Background: an optimization exercise with open tools, aiming at small area. Do not read the settings as production practice. Function was checked by simulation only, so behaviour that the tests miss may differ from the original. Power and IR drop assume default switching activity.

==> flow/design.v <==
module alu_adder (
    input             clk,
    input             rst,
    input             req_valid,
    output            req_ready,
    input      [7:0]  ctrl,
    input      [31:0] src,
    input      [31:0] dest,
    input             flag_we,
    input      [5:0]  flag_wdata,
    output reg        resp_valid,
    output     [31:0] result,
    output     [5:0]  flags,
    output reg        faulted,
    output     [2:0]  fault_cause
);
    localparam K_X = 3'd0, K_R = 3'd1, K_H = 3'd2, K_M = 3'd3;
    localparam K_D = 3'd4, K_G = 3'd5, K_I = 3'd6, K_S = 3'd7;
    reg cf, pf, af, zf, sf, of;
    assign flags = {of, sf, zf, af, pf, cf};
    reg fc_hi, fc_lo;
    assign fault_cause = {fc_hi, ~fc_hi, fc_lo};
    reg [2:0]  ph;
    reg [4:0]  cnt;
    reg        t;           
    reg [31:0] A;
    reg [31:0] Q;
    assign result = A;
    reg  [7:0] ctrl_r;
    reg        sn, dn;
    wire [4:0] op = ctrl_r[4:0];
    wire [1:0] wc = ctrl_r[6:5];
    wire first = (ph == 3'd0) & (cnt == 5'd31);
    wire illegal_op = ctrl_r[7] | (op > 5'd16);
    wire illegal_w  = (wc == 2'b11);
    wire bad = (illegal_op | illegal_w) & ~first;
    wire op_addsub = (op[4:2] == 3'b000);           
    wire op_sub    = op[1];
    wire op_carry  = op[0];
    wire op_mul    = (op == 5'd4) | (op == 5'd5);
    wire op_div    = (op == 5'd6) | (op == 5'd7);
    wire op_mod    = (op == 5'd8) | (op == 5'd9);
    wire op_dm     = op_div | op_mod;
    wire op_signed = op[0] & (op_mul | op_dm);      
    wire op_logic  = (op == 5'd10) | (op == 5'd11) | (op == 5'd12);
    wire op_shl    = (op == 5'd13) | (op == 5'd16);
    wire op_shr    = (op == 5'd14);
    wire op_sar    = (op == 5'd15);
    wire op_shrx   = op_shr | op_sar;
    wire w8  = (wc == 2'b00);
    wire w16 = (wc == 2'b01);
    wire g1 = wc[1] | wc[0];
    wire g2 = wc[1];
    wire [31:0] mask = {{16{g2}}, {8{g1}}, 8'hFF};
    function msb_w(input [31:0] x, input [1:0] c);
        msb_w = c[1] ? x[31] : c[0] ? x[15] : x[7];
    endfunction
    wire pn = sn ^ dn;                            
    wire [4:0] c = src[4:0];
    wire c_zero = (c == 5'd0);
    wire c_big  = w8 ? (c[4] | c[3]) : w16 ? c[4] : 1'b0;    
    wire [4:0] c_at = {(g2 | op_shl) ? c[4] : 1'b1, (w8 & ~op_shl) ? 1'b1 : c[3], c[2:0]};
    wire at_c = (cnt == c_at);
    wire last = (cnt == 5'd0);
    reg [2:0] kind;
    always @(*) begin
        kind = K_X;
        if (op_addsub)
            kind = (ph == 3'd0) ? K_X : K_R;
        else if (op_logic)
            kind = (ph == 3'd2) ? K_G : K_X;
        else if (op_mul)
            case (ph)
                3'd0, 3'd1, 3'd3: kind = K_X;
                3'd2: kind = K_M;
                default: kind = K_H;
            endcase
        else if (op_dm)
            case (ph)
                3'd0, 3'd1, 3'd2, 3'd5: kind = K_X;
                3'd3: kind = K_D;
                3'd4: kind = op_mod ? K_R : K_H;
                default: kind = K_H;
            endcase
        else if (op_shl)
            kind = (ph == 3'd0) ? K_X : K_I;
        else
            kind = (ph == 3'd2) ? K_S : K_X;
    end
    reg ins, x32on, mk;
    reg ys, yd, inv, cin;
    reg qbit;
    wire [32:0] x = {A[31] & x32on, A[30:0], ins};
    wire [31:0] ysm = {{16{ys & g2}}, {8{ys & g1}}, {8{ys}}};
    wire [31:0] ydm = {{16{yd & g2}}, {8{yd & g1}}, {8{yd}}};
    wire [31:0] ivm = {{16{inv & g2}}, {8{inv & g1}}, {8{inv}}};
    wire [31:0] y = ((ysm & src) | (ydm & dest)) ^ ivm;
    wire [33:0] cy;
    wire [33:0] S;
    assign cy[0] = cin;
    genvar i;
    generate
        for (i = 0; i < 32; i = i + 1) begin : g_fa
            assign S[i] = x[i] ^ y[i] ^ cy[i];
            assign cy[i+1] = (x[i] & y[i]) | (x[i] & cy[i]) | (y[i] & cy[i]);
        end
    endgenerate
    assign S[32] = x[32] ^ cy[32];
    assign cy[33] = x[32] & cy[32];
    assign S[33] = cy[33];
    wire s_w   = wc[1] ? S[32] : wc[0] ? S[16] : S[8];       
    wire s_w1  = wc[1] ? S[33] : wc[0] ? S[17] : S[9];       
    wire s_msb = msb_w(S[31:0], wc);                         
    wire x_msb = msb_w(x[31:0], wc);
    wire y_msb = msb_w(y, wc);
    wire q_top = msb_w(Q, wc);                               
    wire q_chk = wc[1] ? Q[30] : wc[0] ? Q[14] : Q[6];       
    wire n_zf = ((S[31:0] & mask) == 32'd0);
    wire n_pf = ~^S[7:0];
    wire n_sf = s_msb;
    wire kill8  = mk & w8;
    wire kill16 = mk & w16;
    reg ready_c;         
    reg fault_c;         
    reg wflags;          
    reg n_cf, n_of;
    reg t_n;
    reg fc_lo_set;       
    wire sub_step = ~t;                           
    wire neg = op_signed & (op_mod ? dn : pn);    
    always @(*) begin
        ins = 1'b0; x32on = 1'b1; mk = 1'b1;
        ys = 1'b0; yd = 1'b0; inv = 1'b0; cin = 1'b0;
        qbit = Q[31];
        ready_c = 1'b0; fault_c = 1'b0; wflags = 1'b0;
        n_cf = 1'b0; n_of = 1'b0;
        t_n = t;
        fc_lo_set = 1'b0;
        case (kind)
            K_X: begin
                mk = 1'b0;
                qbit = A[31];
                if ((op_mul & (ph == 3'd1)) | (op_dm & (ph == 3'd2))) t_n = 1'b0;
                if (last) begin
                    if (ph == 3'd0) begin
                        if (op_addsub | op_shrx) begin
                            yd = 1'b1;
                        end else if (op_mul) begin
                            ys = 1'b1; inv = op_signed & sn; cin = op_signed & sn;
                        end else if (op_dm | op_logic) begin
                            ys = 1'b1;
                            t_n = n_zf;
                        end
                    end else if (ph == 3'd1) begin
                        if (op_dm) begin
                            yd = 1'b1; inv = op_signed & dn; cin = op_signed & dn;
                        end else if (op_logic) begin
                            yd = 1'b1;
                        end else if (op_shrx) begin
                            inv = op_sar & dn;             
                            if (c_big) begin
                                ready_c = 1'b1; wflags = 1'b1;
                                n_cf = S[0];
                                n_of = op_shr & dn;
                            end
                        end
                    end
                end
                if (op_dm & (ph == 3'd1) & t) begin
                    ready_c = 1'b1; fault_c = 1'b1;    
                end
            end
            K_R: begin
                ins = A[31]; x32on = 1'b0; mk = last;
                if (last) begin
                    ys = op_addsub | t;
                    if (op_addsub) begin
                        inv = op_sub;
                        cin = op_sub ^ (op_carry & cf);
                        ready_c = 1'b1; wflags = 1'b1;
                        n_cf = s_w ^ op_sub;
                        n_of = (x_msb ~^ y_msb) & (s_msb ^ x_msb);
                    end else begin
                        inv = t & op_signed & sn; cin = t & op_signed & sn;
                        t_n = op_signed & ~pn & q_chk;
                        fc_lo_set = 1'b1;
                    end
                end
            end
            K_H: begin
                ins = Q[31] ^ neg;
                if (last) begin
                    cin = neg;
                    ready_c = 1'b1;
                    if (op_mul) begin
                        wflags = 1'b1;
                        n_cf = t | (op_signed & ~((n_sf == pn) | n_zf));
                        n_of = n_cf;
                    end else if (op_div) begin
                        fault_c = op_signed & ~pn & n_sf;
                        fc_lo_set = 1'b1;
                    end else begin
                        fault_c = t;
                    end
                end
            end
            K_M: begin
                yd = Q[31];
                inv = Q[31] & op_signed & dn; cin = Q[31] & op_signed & dn;
                t_n = t | s_w | s_w1;
            end
            K_D: begin
                ins = Q[31];
                ys = 1'b1;
                inv = sub_step ^ (op_signed & sn); cin = sub_step ^ (op_signed & sn);
                t_n = s_w ^ sub_step;
                qbit = ~(s_w ^ sub_step);
            end
            K_G: begin
                mk = 1'b0;
                ins = (op == 5'd10) ? (A[31] & Q[31]) :
                      (op == 5'd11) ? (A[31] | Q[31]) : (A[31] ^ Q[31]);
                if (last) begin
                    ready_c = 1'b1; wflags = 1'b1;
                end
            end
            K_I: begin
                yd = at_c;
                if (last) begin
                    ready_c = 1'b1; wflags = ~c_zero;
                    n_cf = s_w;
                    n_of = s_w ^ s_msb;
                end
            end
            default: begin   
                ins = q_top;
                if (at_c) begin
                    ready_c = 1'b1; wflags = ~c_zero;
                    n_cf = q_chk;                  
                    n_of = op_shr & dn;
                end
            end
        endcase
        if (bad) begin
            ready_c = 1'b1; fault_c = 1'b1;
        end
    end
    wire active = req_valid & ~faulted;
    assign req_ready = ~faulted & ready_c;
    wire accept = active & ready_c;
    wire [31:0] a_keep = {14'h3FFF, ~kill16, ~kill16, 6'h3F, ~kill8, ~kill8, 8'hFF};
    always @(posedge clk) begin
        A <= S[31:0] & a_keep;
        ctrl_r <= ctrl;
        sn <= msb_w(src, ctrl[6:5]);
        dn <= msb_w(dest, ctrl[6:5]);
        Q <= {Q[30:0], qbit};
        t <= t_n;
        if (~active) begin
        end else if (bad) begin
            fc_hi <= 1'b1;
            fc_lo <= ~illegal_op;
        end else if (ph == 3'd0) begin
            fc_hi <= 1'b0;
            fc_lo <= 1'b0;
        end else if (fc_lo_set) begin
            fc_lo <= 1'b1;
        end
    end
    always @(posedge clk) begin
        if (rst) begin
            ph <= 3'd0;
            cnt <= 5'd31;
            resp_valid <= 1'b0;
            faulted <= 1'b0;
            {of, sf, zf, af, pf, cf} <= 6'd0;
        end else begin
            resp_valid <= accept & ~fault_c;
            if (~active | accept) begin
                ph <= 3'd0;
                cnt <= 5'd31;
            end else begin
                cnt <= cnt - 5'd1;
                if (last) ph <= ph + 3'd1;
            end
            if (accept & fault_c) faulted <= 1'b1;
            if (accept & ~fault_c & wflags) begin
                cf <= n_cf;
                pf <= n_pf;
                zf <= n_zf;
                sf <= n_sf;
                of <= n_of;
            end
            if (flag_we) {of, sf, zf, af, pf, cf} <= flag_wdata;
        end
    end
endmodule
Settings: LEC_CHECK=0, CAP_MARGIN=20, CORE_MARGIN=2, CORE_UTILIZATION=65, SLEW_MARGIN=20; clock period 20.0 ns.
standard.sh (not shown) runs the stock make flow with config.mk's settings and CLKGATE_MAP_FILE= SYNTH_SCRIPT=/design/flow/synth_recipe.tcl, a recipe that flattens the netlist after the stock synthesis.
==> flow/flow/run.sh <==
#!/bin/bash
# Standard layout, but with the smallest buffer cell on every port and a
# clock tree of small buffers without dummy loads.
set -euo pipefail
export BUFFER_PORTS_ARGS="-buffer_cell sky130_fd_sc_hd__buf_1"
export CTS_ARGS="-sink_clustering_enable -repair_clock_nets -dont_use_dummy_load -buf_list sky130_fd_sc_hd__clkbuf_4 -root_buf sky130_fd_sc_hd__clkbuf_8"
bash standard.sh > standard.log 2>&1
Rerun with:
Settings changed: CORE_UTILIZATION 65 to 40.
Effect: Setup slack is better by 0.070 ns; final area increases by 1.6%; wire length increases by 3.9%; count of clock-buffer cells in the layout stays the same.
Rerun with:
Settings changed: ABC_AREA set to 1.
Effect: Final cell count rises by a few percent; worst setup slack is better by 0.45 ns; count of clock-buffer cells in the layout is unchanged; power shrinks by a little under a tenth; core utilization went up by 0.17 points; combinational power falls by about a fifth; worst hold slack gets worse by 0.012 ns; via count falls by a few percent; global-route usage grows by 0.29 points; die area is lower by a few percent; sequential cell count is unchanged.
Rerun with:
==> flow/flow/run.sh (replaced) <==
#!/bin/bash
# Standard layout, but with the smallest buffer cell on every port and a
# small clock tree without dummy loads.
set -euo pipefail
export BUFFER_PORTS_ARGS="-buffer_cell sky130_fd_sc_hd__buf_1"
export CTS_ARGS="-sink_clustering_enable -repair_clock_nets -dont_use_dummy_load -buf_list sky130_fd_sc_hd__clkbuf_8 -root_buf sky130_fd_sc_hd__clkbuf_8 -sink_clustering_size 50 -sink_clustering_max_diameter 300"
bash standard.sh > standard.log 2>&1
Settings changed: ABC_AREA 1 to not set.
Count of clock-buffer cells in the layout stays the same. Sequential share of layout area drops by 1.1 points. Global-route usage drops by 0.29 points. Clock skew is about the same. Worst setup slack loses 0.45 ns. Design area climbs by 3.9%. Power climbs by 9.0%. Non-clock buffer count climbs by 10. Final cell count drops by 3.3%. First-iteration DRC count climbs by 27%. Wire length climbs by 5.7%.

[port drivers added, routing unchanged]
Ports are ideal in the flow. The routed layouts listed here were re-timed in OpenROAD. Step 1, drivers: a clkbuf_16 drives clk and a buf_2 each remaining input, both assumed. Step 2 moves the port delays by t, midway between the first and last clock arrival at a register: inputs arrive t later, outputs are due t later. That takes back most of the time a late clock gives input paths. a / b / c = ideal ports / drivers / drivers and shift; a / b = the first two.
run	t, ns	slack for setup (ns)	slew at the worst register clock pin (ns)
the first run	0.391	0.675 / 0.685 / 0.294	0.11 / 0.11
the second run	0.415	0.745 / 0.756 / 0.341	0.10 / 0.10
the third run	0.413	1.199 / 1.209 / 0.796	0.11 / 0.11
the fourth run	0.415	0.745 / 0.756 / 0.341	0.10 / 0.10
After both steps every run listed still meets setup and hold.
